This design comes from an exercise in tuning for small area and a short achievable clock period on the open sky130 flow, not from production work. No run shown here included a check of the RTL's function; only the layout flow was run. Power figures rest on the tool's default switching activity, not on a simulated workload.

[design/flow/flow/run.sh]
#!/bin/bash
# Standard layout (the standard.sh), with plain buf_2 cells instead of the
# default delay buffers on the input and output ports.
set -o pipefail
echo 'export BUFFER_PORTS_ARGS = -buffer_cell sky130_fd_sc_hd__buf_2' >> config.mk
bash standard.sh > standard.log 2>&1
[design/flow/standard.sh]
#!/bin/bash
# synth_recipe.tcl (not shown) runs the flow's synth.tcl, then flattens the netlist and writes it again
# the make line also repeats each setting of config.mk as NAME=value (left out here)
make -C /OpenROAD-flow-scripts/flow DESIGN_CONFIG=/design/flow/config.mk WORK_HOME=/design/flow/orfs CLKGATE_MAP_FILE= SYNTH_SCRIPT=/design/flow/synth_recipe.tcl "${@:-finish}"
[design/flow/config.mk]
export PLATFORM = sky130hd
export DESIGN_NAME = wfd
export DESIGN_NICKNAME = wfd
export VERILOG_FILES = /design/flow/design.v
export SDC_FILE = /design/flow/constraint.sdc
export NUM_CORES = 4
export LEC_CHECK = 0
export CAP_MARGIN = 20
export CORE_MARGIN = 2
export CORE_UTILIZATION = 40
export SLEW_MARGIN = 20
export BUFFER_PORTS_ARGS = -buffer_cell sky130_fd_sc_hd__buf_2
[design/flow/constraint.sdc]
create_clock -name core_clock -period 12.0 [get_ports {clk}]
set_input_delay 2.4000 -clock core_clock [delete_from_list [all_inputs] [get_ports {clk}]]
set_output_delay 2.4000 -clock core_clock [all_outputs]
set_load 0.01 [all_outputs]
[design/flow/design.v]
module wfd (
    input  wire        clk,
    input  wire        rst,
    input  wire        start,
    input  wire        s_end,
    input  wire        s_valid,
    input  wire [15:0] s_data,
    input  wire [15:0] cfg_vhigh,
    input  wire [15:0] cfg_vlow,
    input  wire        cfg_reverse,
    input  wire        cfg_invert,
    input  wire        cfg_verbose,
    output wire        s_ready,
    output wire        done,
    output wire        err,
    output wire [1:0]  err_code,
    output wire [2:0]  phase,
    output wire        b_valid,
    output wire [7:0]  b_data,
    output wire        sym_valid,
    output wire        sym,
    output wire [15:0] pre_start,
    output wire [15:0] pre_size,
    output wire [15:0] pre_end,
    output wire [15:0] short_dur,
    output wire [15:0] long_dur,
    output wire [15:0] byte_count,
    output wire        diag_sat,
    output wire        start_seen,
    output wire [2:0]  bitcnt,
    output wire [15:0] run
);
    localparam [2:0] IDLE = 3'd0, PH1 = 3'd1, PH2 = 3'd2, PH3 = 3'd3,
                     DONE = 3'd4, ERR = 3'd5;
    localparam [1:0] E_NONE = 2'd0, E_CAL = 2'd1, E_INPUT = 2'd2, E_RANGE = 2'd3;
    reg [2:0]  ph_q;
    reg [1:0]  ec_q;
    reg [15:0] vhx_q, vlx_q;           
    reg        rev_q, inv_q;
    reg [15:0] pst_q, psz_q, pend_q;
    reg        cal_q;                  
    reg [12:0] q11_q;
    reg [3:0]  r11_q;
    reg [14:0] q3_q;
    reg [1:0]  r3_q;
    reg [15:0] run_q;
    reg        ss_q;
    reg [7:0]  acc_q;
    reg [2:0]  bc_q;
    reg [15:0] bcnt_q;
    reg        dsat_q;
    reg        bv_q, sv_q, sy_q;
    reg [7:0]  bd_q;
    function [1:0] cmp_tree;           
        input [15:0] a, b;
        reg   [15:0] g, e;
        reg   [7:0]  g1, e1;
        reg   [3:0]  g2, e2;
        reg   [1:0]  g3, e3;
        integer k;
        begin
            g = a & ~b;
            e = ~(a ^ b);
            for (k = 0; k < 8; k = k + 1) begin
                g1[k] = g[2*k+1] | (e[2*k+1] & g[2*k]);
                e1[k] = e[2*k+1] & e[2*k];
            end
            for (k = 0; k < 4; k = k + 1) begin
                g2[k] = g1[2*k+1] | (e1[2*k+1] & g1[2*k]);
                e2[k] = e1[2*k+1] & e1[2*k];
            end
            for (k = 0; k < 2; k = k + 1) begin
                g3[k] = g2[2*k+1] | (e2[2*k+1] & g2[2*k]);
                e3[k] = e2[2*k+1] & e2[2*k];
            end
            cmp_tree = {g3[1] | (e3[1] & g3[0]), e3[1] & e3[0]};
        end
    endfunction
    wire [15:0] sx = {~s_data[15], s_data[14:0]};
    wire        p1 = (ph_q == PH1);
    wire        p2 = (ph_q == PH2);
    wire        p3 = (ph_q == PH3);
    wire [1:0]  ch = cmp_tree(sx, vhx_q);
    wire [1:0]  cl = cmp_tree(sx, vlx_q);
    wire        hi = ch[1] | (ch[0] & p1);    
    wire        lo = ~cl[1];                  
    wire        clr  = rst | start;
    wire        v    = s_valid & ~clr;
    wire        pst_max  = &pst_q;
    wire        psz_max  = &psz_q;
    wire        run_max  = &run_q;
    wire        run_nz   = |run_q;
    wire        bcnt_max = &bcnt_q;
    wire        cal_bad  = (q11_q == 13'd0);          
    wire [16:0] end_sum  = {1'b0, pst_q} + {1'b0, psz_q};
    wire [18:0] run5 = {1'b0, run_q, 2'b00} + {3'b000, run_q} + {17'd0, r3_q};
    wire        is_short = run5 < {3'b000, psz_q};
    wire        symbol   = ~(is_short ^ rev_q);
    wire [7:0]  acc_s    = {acc_q[6:0], symbol};
    wire [7:0]  acc_r    = {acc_s[0], acc_s[1], acc_s[2], acc_s[3],
                            acc_s[4], acc_s[5], acc_s[6], acc_s[7]};
    wire        full     = (bc_q == 3'd7);
    wire        keep = ~clr;
    wire [15:0] pst_h  = keep ? pst_q  : 16'd0;
    wire [15:0] psz_h  = keep ? psz_q  : 16'd0;
    wire [15:0] pend_h = keep ? pend_q : 16'd0;
    wire [15:0] run_h  = keep ? run_q  : 16'd0;
    wire [15:0] bcnt_h = keep ? bcnt_q : 16'd0;
    wire [12:0] q11_h  = keep ? q11_q  : 13'd0;
    wire [3:0]  r11_h  = keep ? r11_q  : 4'd0;
    wire [14:0] q3_h   = keep ? q3_q   : 15'd0;
    wire [1:0]  r3_h   = keep ? r3_q   : 2'd0;
    wire        cal_h  = keep & cal_q;
    wire        ss_h   = keep & ss_q;
    wire [7:0]  acc_h  = keep ? acc_q  : 8'd0;
    wire [7:0]  bd_h   = keep ? bd_q   : 8'd0;
    wire [2:0]  bc_h   = keep ? bc_q   : 3'd0;
    wire        sy_h   = keep & sy_q;
    wire        dsat_h = keep & dsat_q;
    wire        g_pst  = v & p1 & ~pst_max;           
    wire [15:0] pst_i  = pst_q + 16'd1;
    wire        g_psz  = v & ~psz_max;                
    wire [15:0] psz_i  = psz_q + 16'd1;
    wire        r11_w  = (r11_q == 4'd10);
    wire [12:0] q11_i  = r11_w ? q11_q + 13'd1 : q11_q;
    wire [3:0]  r11_i  = r11_w ? 4'd0 : r11_q + 4'd1;
    wire        r3_w   = (r3_q == 2'd2);
    wire [14:0] q3_i   = r3_w ? q3_q + 15'd1 : q3_q;
    wire [1:0]  r3_i   = r3_w ? 2'd0 : r3_q + 2'd1;
    wire [15:0] pend_c = end_sum[16] ? 16'hffff : end_sum[15:0];
    wire        g_run  = v & p3;                       
    wire [15:0] run_i  = run_max ? run_q : run_q + 16'd1;
    wire        g_em   = v & p3 & run_nz;              
    wire        emit_b = ss_q & full;                  
    wire [15:0] bcnt_i = (emit_b & ~bcnt_max) ? bcnt_q + 16'd1 : bcnt_q;
    wire [7:0]  acc_e  = ss_q ? acc_s : acc_q;
    wire [7:0]  bd_e   = emit_b ? (inv_q ? acc_r : acc_s) : bd_q;
    wire [2:0]  bc_e   = ss_q ? (full ? 3'd0 : bc_q + 3'd1) : bc_q;
    wire        s_pst  = g_pst & hi;
    wire        do2    = v & (p2 | (p1 & ~hi));
    wire        s_psz  = do2 & lo & g_psz;
    wire        s_cal  = do2 & ~lo;
    wire        s_em   = g_em & ~hi;
    reg  [2:0] ph_n;
    reg  [1:0] ec_n;
    always @(*) begin
        ph_n = ph_q;
        ec_n = ec_q;
        if (v) begin
            if (p1 & hi) begin
                ph_n = PH1;
            end else if (do2) begin
                if (lo) begin
                    if (psz_max) begin
                        ph_n = ERR;
                        ec_n = E_RANGE;
                    end else begin
                        ph_n = PH2;
                    end
                end else if (cal_bad) begin
                    ph_n = ERR;
                    ec_n = E_CAL;
                end else begin
                    ph_n = PH3;
                end
            end
        end
        if (s_end) begin
            case (ph_n)
                PH1: begin
                    ph_n = ERR;
                    ec_n = (pst_q == 16'd0 && !s_pst) ? E_INPUT : E_CAL;
                end
                PH2: begin
                    ph_n = ERR;
                    ec_n = E_CAL;
                end
                PH3: ph_n = DONE;
                default: ;
            endcase
        end
        if (rst) begin
            ph_n = IDLE;
            ec_n = E_NONE;
        end else if (start) begin
            ph_n = PH1;
            ec_n = E_NONE;
        end
    end
    always @(posedge clk) begin
        ph_q   <= ph_n;
        ec_q   <= ec_n;
        pst_q  <= s_pst ? pst_i : pst_h;
        psz_q  <= s_psz ? psz_i : psz_h;
        q11_q  <= s_psz ? q11_i : q11_h;
        r11_q  <= s_psz ? r11_i : r11_h;
        q3_q   <= s_psz ? q3_i  : q3_h;
        r3_q   <= s_psz ? r3_i  : r3_h;
        pend_q <= s_cal ? pend_c : pend_h;
        cal_q  <= s_cal | cal_h;
        run_q  <= g_run ? (hi ? run_i : 16'd0) : run_h;
        sv_q   <= s_em;
        sy_q   <= s_em ? symbol : sy_h;
        ss_q   <= s_em | ss_h;
        acc_q  <= s_em ? acc_e : acc_h;
        bd_q   <= s_em ? bd_e : bd_h;
        bv_q   <= s_em & emit_b;
        bc_q   <= s_em ? bc_e : bc_h;
        bcnt_q <= s_em ? bcnt_i : bcnt_h;
        dsat_q <= dsat_h
                         | (v & p1 & pst_max & hi)
                         | (s_cal & end_sum[16])
                         | (s_em & emit_b & bcnt_max);
        if (start) begin
            vhx_q <= {~cfg_vhigh[15], cfg_vhigh[14:0]};
            vlx_q <= {~cfg_vlow[15], cfg_vlow[14:0]};
            rev_q <= cfg_reverse;
            inv_q <= cfg_invert;
        end
    end
    assign s_ready    = p1 | p2 | p3;
    assign done       = (ph_q == DONE);
    assign err        = (ph_q == ERR);
    assign err_code   = ec_q;
    assign phase      = ph_q;
    assign b_valid    = bv_q;
    assign b_data     = bd_q;
    assign sym_valid  = sv_q;
    assign sym        = sy_q;
    assign pre_start  = pst_q;
    assign pre_size   = psz_q;
    assign pre_end    = pend_q;
    assign short_dur  = {3'd0, q11_q & {13{cal_q}}};
    assign long_dur   = {1'd0, q3_q & {15{cal_q}}};
    assign byte_count = bcnt_q;
    assign diag_sat   = dsat_q;
    assign start_seen = ss_q;
    assign bitcnt     = bc_q;
    assign run        = run_q;
endmodule
==> impl_metrics.yaml, run 1 <==
timing:
  rsz0062_at_grt: "false"
  timing.final.crit_share: 0.531
  finalSetupViolCount: 0
  final.setup.tns_ns: 0
  hold_violations: 0
  slew_headroom: 0.334
  worstMarginPinSlew_ns: 0.997
  max_freq_ghz: 0.157
  min_period_ns: 6.38
  fin_skew_ns: 0.0139
  drv_slew: 0
yosys:
  yosysUniqueCellTypes: 68
  synth-edff-count: 166
  ys_warn_count: 1
  syn_area_per_cell_um2: 10.2
  seq_area_frac_synth: 0.477
  synth_ff_type: "edfxtp_1"
  syn_area_mm2: 0.0109
  async_flop_share: 0
  postSynthCellCount: 1070
  yosys_register_bits: 177
setup_path:
  worst-path-max-fanout: 25
  cp-start-kind: "primary input"
  crit_arrival_ns: 6.44
  path_class: "primary input to flip-flop"
  cp_data_required_time_ns: 12.07
  cp-end-kind: "flip-flop"
die:
  num_rows: 60
  die_w_um: 169
  dieArea_mm2: 0.0286
  io_pins: 192
  coreArea_mm2: 0.0269
  initial_utilization: 0.406
  die_y_um: 169
finish:
  nNetsFinal: 1405
  diodes: 0
  fin_area_mm2: 0.0128
  drive_gt1_frac: 0.188
  num-fill-cells: 2568
  final_cell_mix: "buf_2 (186), edfxtp_1 (166), nor2_1 (147)"
  area_delta_synth_final_pct: 17.3
  layout_commonest_cell: "buf_2"
routing:
  met1_length_mm: 11.5
  dr.pass1.iters: 5
  antenna_left: 0
  avgRoutedWirePerCell_um: 15.6
  top_layer: "met4"
  vias: 8146
  drt_wl_total_mm: 25.1
  via_per_inst: 5.06
  met3WireLength_um: 957
  drc_errors: 0
  wl_met2_mm: 12.2
  drt_iter0_drc: 484
placed_design:
  dpl_cell_area_mm2: 0.0122
  port_buffers: 186
  hpwl_mm: 18.6
  gp_congestion: 0.865
clock_tree:
  htreeDepth: 4
  cts_tree: "built"
  clk_pin_slew_ns: 0.07
  cts.repair.resized: 0
  cts.sinks: 177
  ctsHoldBuffers: 0
  clock_path_buffers: 2
  postCtsSetupRepairBufs: 0
  numCtsBuffers: 17
  insertion_delay_ns: 0.44
  cts-root-buf: "clkbuf_16"
grt:
  grt_max_degree: 53
  antenna_found_initial: 0
  grt_usage: 0.178
  grt_pass1_vias: 7755
  grt.overflow.total: 0
  grt_pass1_wl_mm: 40.3
pwr:
  power.density_mw_per_mm2: 116
  pwr-share-seq: 0.496
  ir_drop_v: 0.0000820
  intPower_uw: 1080
  swShare: 0.271
  clkPwrFrac: 0.389
  p_sw_uw: 404
  p_leak_uw: 0.00552
  combPwrFrac: 0.115
hold_path:
  hold_path_class: "flip-flop to flip-flop"
run:
  maxCapViolCount: 0
status:
  status: "no timing/DRC/antenna violations"
-- final timing paths --
check                           slack, ns  cells after the start      end      start
worst max-delay path                 5.62                     11  bd_q[6]  s_data[9]
worst min-delay path                 0.46                      2     sy_q       sy_q
worst max register to register       7.17                     16  bd_q[7]   run_q[1]
worst min register to register       0.46                      2     sy_q       sy_q
-- stage by stage --
stage	utilization	instances	hold WS [ns]	setup slack, ns	power, µW
global route	0.476	1609	0.488	5.15	1550
global placement	0.453	1577	0.453	5.07	920
finish	0.476	1609	0.464	5.62	1490
detailed placement	0.453	1577	0.459	5.04	924
CTS	0.476	1609	0.469	5.50	1500
floorplan	-	1073	0.478	6.60	858
-- synth_stat cells, drive strengths merged, types with 3 or more instances --
| cell type | number | area [µm²] |
|---|---|---|
| edfxtp | 166 | 4980 |
| nor2 | 147 | 552 |
| ha | 92 | 1150 |
| inv | 88 | 330 |
| nand2 | 61 | 231 |
| xnor2 | 60 | 526 |
| nand3 | 53 | 265 |
| o21ai | 49 | 245 |
| xor2 | 46 | 403 |
| and2 | 43 | 269 |
| a21oi | 41 | 205 |
| and3 | 25 | 156 |
| nor3 | 19 | 100 |
| clkbuf | 17 | 63.8 |
| nand4 | 17 | 106 |
| nand2b | 12 | 75.1 |
| dfxtp | 11 | 220 |
| buf | 10 | 63.8 |
| nor4 | 10 | 75.1 |
| a21o | 9 | 67.6 |
| a211oi | 8 | 60.1 |
| mux2i | 8 | 80.1 |
| nor2b | 8 | 50.1 |
| or3 | 7 | 43.8 |
| o21a | 6 | 45.0 |
| or2 | 6 | 37.5 |
| a31oi | 4 | 25.0 |
| nor4b | 4 | 50.1 |
| o211ai | 4 | 30.0 |
| o2111a | 3 | 33.8 |
| o21bai | 3 | 22.5 |
| o221a | 3 | 33.8 |
| o41ai | 3 | 41.3 |
-- flip-flops by register name, summed over array words and instances, names as in the netlist, 4 cells and up --
signal,count
run_q,16
acc_q,7
r11_q,4
bd_q,8
psz_q,16
pst_q,16
pend_q,16
q11_q,13
vlx_q,16
q3_q,15
bcnt_q,16
vhx_q,16
-- routing by layer --
metal,vias to the layer above,global-route usage
li1,4136,-
met1,3832,0.233
met2,154,0.303
met3,24,0.0316
met4,0,0.0531
met5,-,0
-- area by class of cell --
cell class | count | area [µm²] | share of cell area
sequential | 177 | 5200 | 0.407
clock inverter | 14 | 168 | 0.0131
clock buffer | 18 | 439 | 0.0343
timing repair buffer | 190 | 961 | 0.0751
multi-input combinational | 780 | 5250 | 0.411
inverter | 89 | 334 | 0.0261
tap | 341 | 427 | 0.0334
-- logic make-up (layout without fill, tap and decap cells) --
group | count (synthesis) | count (layout) | share of synthesized area
and+or+nand+nor | 421 | 421 | 0.192
DFF | 177 | 177 | 0.477
AOI/OAI and AO/OA | 145 | 145 | 0.0846
buffers and inverters | 116 | 311 | 0.0423
xor gates and xnor gates | 106 | 106 | 0.0851
adders and majority gates | 94 | 94 | 0.109
muxes | 10 | 10 | 0.00941
other | 1 | 4 | 0.000344
-- power groups by stage --
stage | Clock, µW | Combinational [µW] | Sequential (µW)
2_1_floorplan | 0 | 110 | 748
3_3_place_gp | 0 | 169 | 751
3_5_place_dp | 0 | 172 | 752
4_1_cts | 591 | 173 | 738
5_1_grt | 611 | 196 | 743
6_report | 579 | 171 | 738
-- critical path: stages --
cell      delay [ns]
buf_2           0.11
ha_1            0.30
a21o_1          0.16
a21o_1          0.17
a211oi_1        0.41
o211ai_1        0.13
a21oi_1         0.50
nand3_1         0.85
inv_1           0.66
nand2_1         0.13
a21oi_1         0.62
==> run 2: changes to the inputs <==
==> design/flow/flow/run.sh (replaced) <==
#!/bin/bash
# Standard layout (the standard.sh) with two changes to how it is made:
# plain buf_2 cells on the input and output ports (instead of the default
# delay buffers), and timing repair that aims for more setup slack than the
# clock period needs, so that the layout reaches a shorter achieved period.
set -o pipefail
MARGIN=$(cat flow/margin.txt 2>/dev/null || echo 8)
echo 'export BUFFER_PORTS_ARGS = -buffer_cell sky130_fd_sc_hd__buf_2' >> config.mk
bash standard.sh SETUP_SLACK_MARGIN=$MARGIN finish > standard.log 2>&1
==> design/flow/flow/margin.txt (new file) <==
8
==> impl_metrics.yaml, run 2 <==
die:
  die_y_um: 169
  initial_utilization: 0.406
  dieArea_mm2: 0.0286
  coreArea_mm2: 0.0269
  io_pins: 192
  num_rows: 60
  die_w_um: 169
yosys:
  seq_area_frac_synth: 0.477
  yosysUniqueCellTypes: 68
  async_flop_share: 0
  syn_area_mm2: 0.0109
  syn_area_per_cell_um2: 10.2
  yosys.area.top_type_share: 0.457
  yosys_register_bits: 177
  ys_warn_count: 1
  synth_ff_type: "edfxtp_1"
  synth_most_common_cell: "edfxtp_1"
  postSynthCellCount: 1070
  yosys-top-cells-count: "edfxtp_1 (166), nor2_1 (147), ha_1 (92)"
  synth-edff-count: 166
  synth_area_leader_cell: "edfxtp_1"
  synth_top_cells_by_area: "edfxtp_1 (46%), ha_1 (11%), nor2_1 (5.1%)"
setup_path:
  cp_data_required_time_ns: 12.16
  cp.depth: 13
  path_class: "primary input to flip-flop"
  path_delay_family: "compound AO/OA/AOI/OAI gates"
  crit_slowest_cell: "a211oi_4"
  crit_path_cell_trace: "buf_8, ha_4, a21o_1, a21o_1, a211oi_4, o211ai_1, a21oi_4, nand3_4, inv_8, buf_12, nand2_8, a21oi_4, buf_12"
  cp-end-kind: "flip-flop"
  worst_path_largest_cell_delay_ns: 0.26
  reg2reg_to: "bd_q[7]"
  cp_num_buf_inv: 4
  crit_end: "bd_q[1]"
  critPathLaunch: "s_data[9]"
  worst-path-max-fanout: 8
  r2r_cells: 17
  crit_arrival_ns: 4.47
  reg2reg_setup_slack_ns: 7.82
  r2r_start: "run_q[0]"
  cp-start-kind: "primary input"
finish:
  num-fill-cells: 2369
  multi_input_area_mm2: 0.00647
  regArea_mm2: 0.00521
  fin_area_mm2: 0.0149
  final_cells: 1697
  final_cell_mix: "buf_2 (177), edfxtp_1 (166), nor2_1 (91)"
  area_delta_synth_final_pct: 37.0
  postLayoutCoreUtil: 0.556
  diodes: 0
  nNetsFinal: 1493
  drive_gt1_frac: 0.349
  layout_commonest_cell: "buf_2"
routing:
  drt_iter0_drc: 538
  drt_wl_total_mm: 29.9
  via_per_inst: 5.20
  drc_errors: 0
  antenna_left: 0
  met1_length_mm: 13.6
  met3WireLength_mm: 1.40
  wl_met2_mm: 14.3
  avgRoutedWirePerCell_um: 17.6
  vias: 8816
  dr.pass1.iters: 4
  top_layer: "met4"
timing:
  hold_violations: 0
  worstMarginPinSlew_ns: 1.13
  fin_skew_ns: 0.0151
  timing.hold.ws_ns: 0.471
  max_freq_ghz: 0.232
  drv_slew: 0
  slew_headroom: 0.241
  min_period_ns: 4.32
  finalSetupViolCount: 0
  timing.final.crit_share: 0.360
  rsz0062_at_grt: "true"
  final.setup.tns_ns: 0
clock_tree:
  cts.sinks: 177
  ctsHoldBuffers: 0
  cts-root-buf: "clkbuf_16"
  htreeDepth: 4
  numCtsBuffers: 17
  cts_tree: "built"
  clock_path_buffers: 2
  insertion_delay_ns: 0.44
  clk_pin_slew_ns: 0.08
grt:
  grt_max_degree: 40
  grt_pass1_vias: 8357
  grt_usage: 0.198
  antenna_found_initial: 0
  grt.overflow.total: 0
  grt_pass1_wl_mm: 44.3
pwr:
  power.density_mw_per_mm2: 105
  ir_drop_v: 0.0000759
  p_leak_uw: 0.00624
placed_design:
  dpl_cell_area_mm2: 0.0124
  hpwl_mm: 19.0
  port_buffers: 186
  dp_cells: 1575
  gp_congestion: 0.859
status:
  status: "no timing/DRC/antenna violations"
hold_path:
  hold_path_class: "flip-flop to flip-flop"
run:
  maxCapViolCount: 0
==> run 2: cell counts after synthesis <==
No cell type changed its count.
==> run 2: what timing repair did <==
| item | CTS | global route |
|---|---|---|
| pin swaps | 31 | 73 |
| setup buffers | 44 | 24 |
| setup endpoints to repair | 272 | 301 |
| gates resized for setup | 93 | 159 |
| gates cloned | 9 | 13 |
==> run 2: logic make-up after synthesis <==
family                     Yosys count  synth area share
other                                1          0.000344
xor gates and xnor gates           106            0.0851
DFF                                177             0.477
muxes                               10           0.00941
and+or+nand+nor                    421             0.192
buffers and inverters              116            0.0423
adders and majority gates           94             0.109
AOI/OAI and AO/OA                  145            0.0846
==> run 2: worst min-delay path by stage <==
stage               slack [ns]  endpoint  cells after the start  start
global placement          0.44      sy_q                      2   sy_q
floorplan                 0.48      sy_q                      2   sy_q
finish                    0.47      sy_q                      2   sy_q
CTS                       0.46      sy_q                      2   sy_q
global route              0.52      sy_q                      2   sy_q
detailed placement        0.45      sy_q                      2   sy_q
==> run 2: layer usage <==
metal | up-vias | track usage
li1 | 4378 | -
met1 | 4211 | 0.266
met2 | 196 | 0.327
met3 | 31 | 0.0421
met4 | 0 | 0.0505
met5 | - | 0
==> run 2: cell type report <==
type,instances,share of cell area
clock buffer,17,0.0285
multi-input combinational,798,0.433
inverter,89,0.0229
clock inverter,15,0.0111
sequential,177,0.349
tap,341,0.0286
timing repair buffer,260,0.127
==> run 2: stage by stage <==
step / worst slack (ns) / power, µW
after CTS: 7.70 / 1540
after detailed placement: 5.98 / 935
final: 7.68 / 1560
after floorplan: 7.46 / 868
after global placement: 6.02 / 931
after global routing: 7.64 / 1630
==> run 2: tightest hold or removal path, delay by kind of cell (launching register included) <==
family        cells  cell delay (ns)
flops             1             0.31
simple gates      2             0.12
==> run 2: power by group <==
part / total, µW / internal (µW) / switching (µW)
Sequential: 737 / 706 / 31.8
Clock: 570 / 297 / 273
Combinational: 255 / 120 / 136
Total: 1560 / 1120 / 441

[afterwards: timing with drivers on the ports]
How much do the figures lean on ideal ports? The routed layouts below were timed once more, with nothing changed but the port constraints.
Step 1: set_driving_cell puts a clkbuf_16 on clk and a buf_2 on each other input, an assumption about the parent block.
Step 2 moves the port delays by t, midway between the first and last clock arrival at a register: inputs arrive t later, outputs are due t later. That takes back most of the time a late clock gives input paths.
Three values: ideal, step 1, step 2; two values: the first two.
run | t, ns | setup WS [ns] | latest minus earliest clock arrival (ns) | pins driven straight from the clock port
run 1 | 0.479 | 5.623 / 5.650 / 5.171 | 0.013 / 0.014 | 1
run 2 | 0.478 | 7.681 / 7.689 / 7.211 | 0.015 / 0.015 | 1
After both steps every run listed still meets setup and hold. For run 2, which loses most, drivers alone change the setup slack by +0.008 ns; drivers and shift together by -0.470 ns.
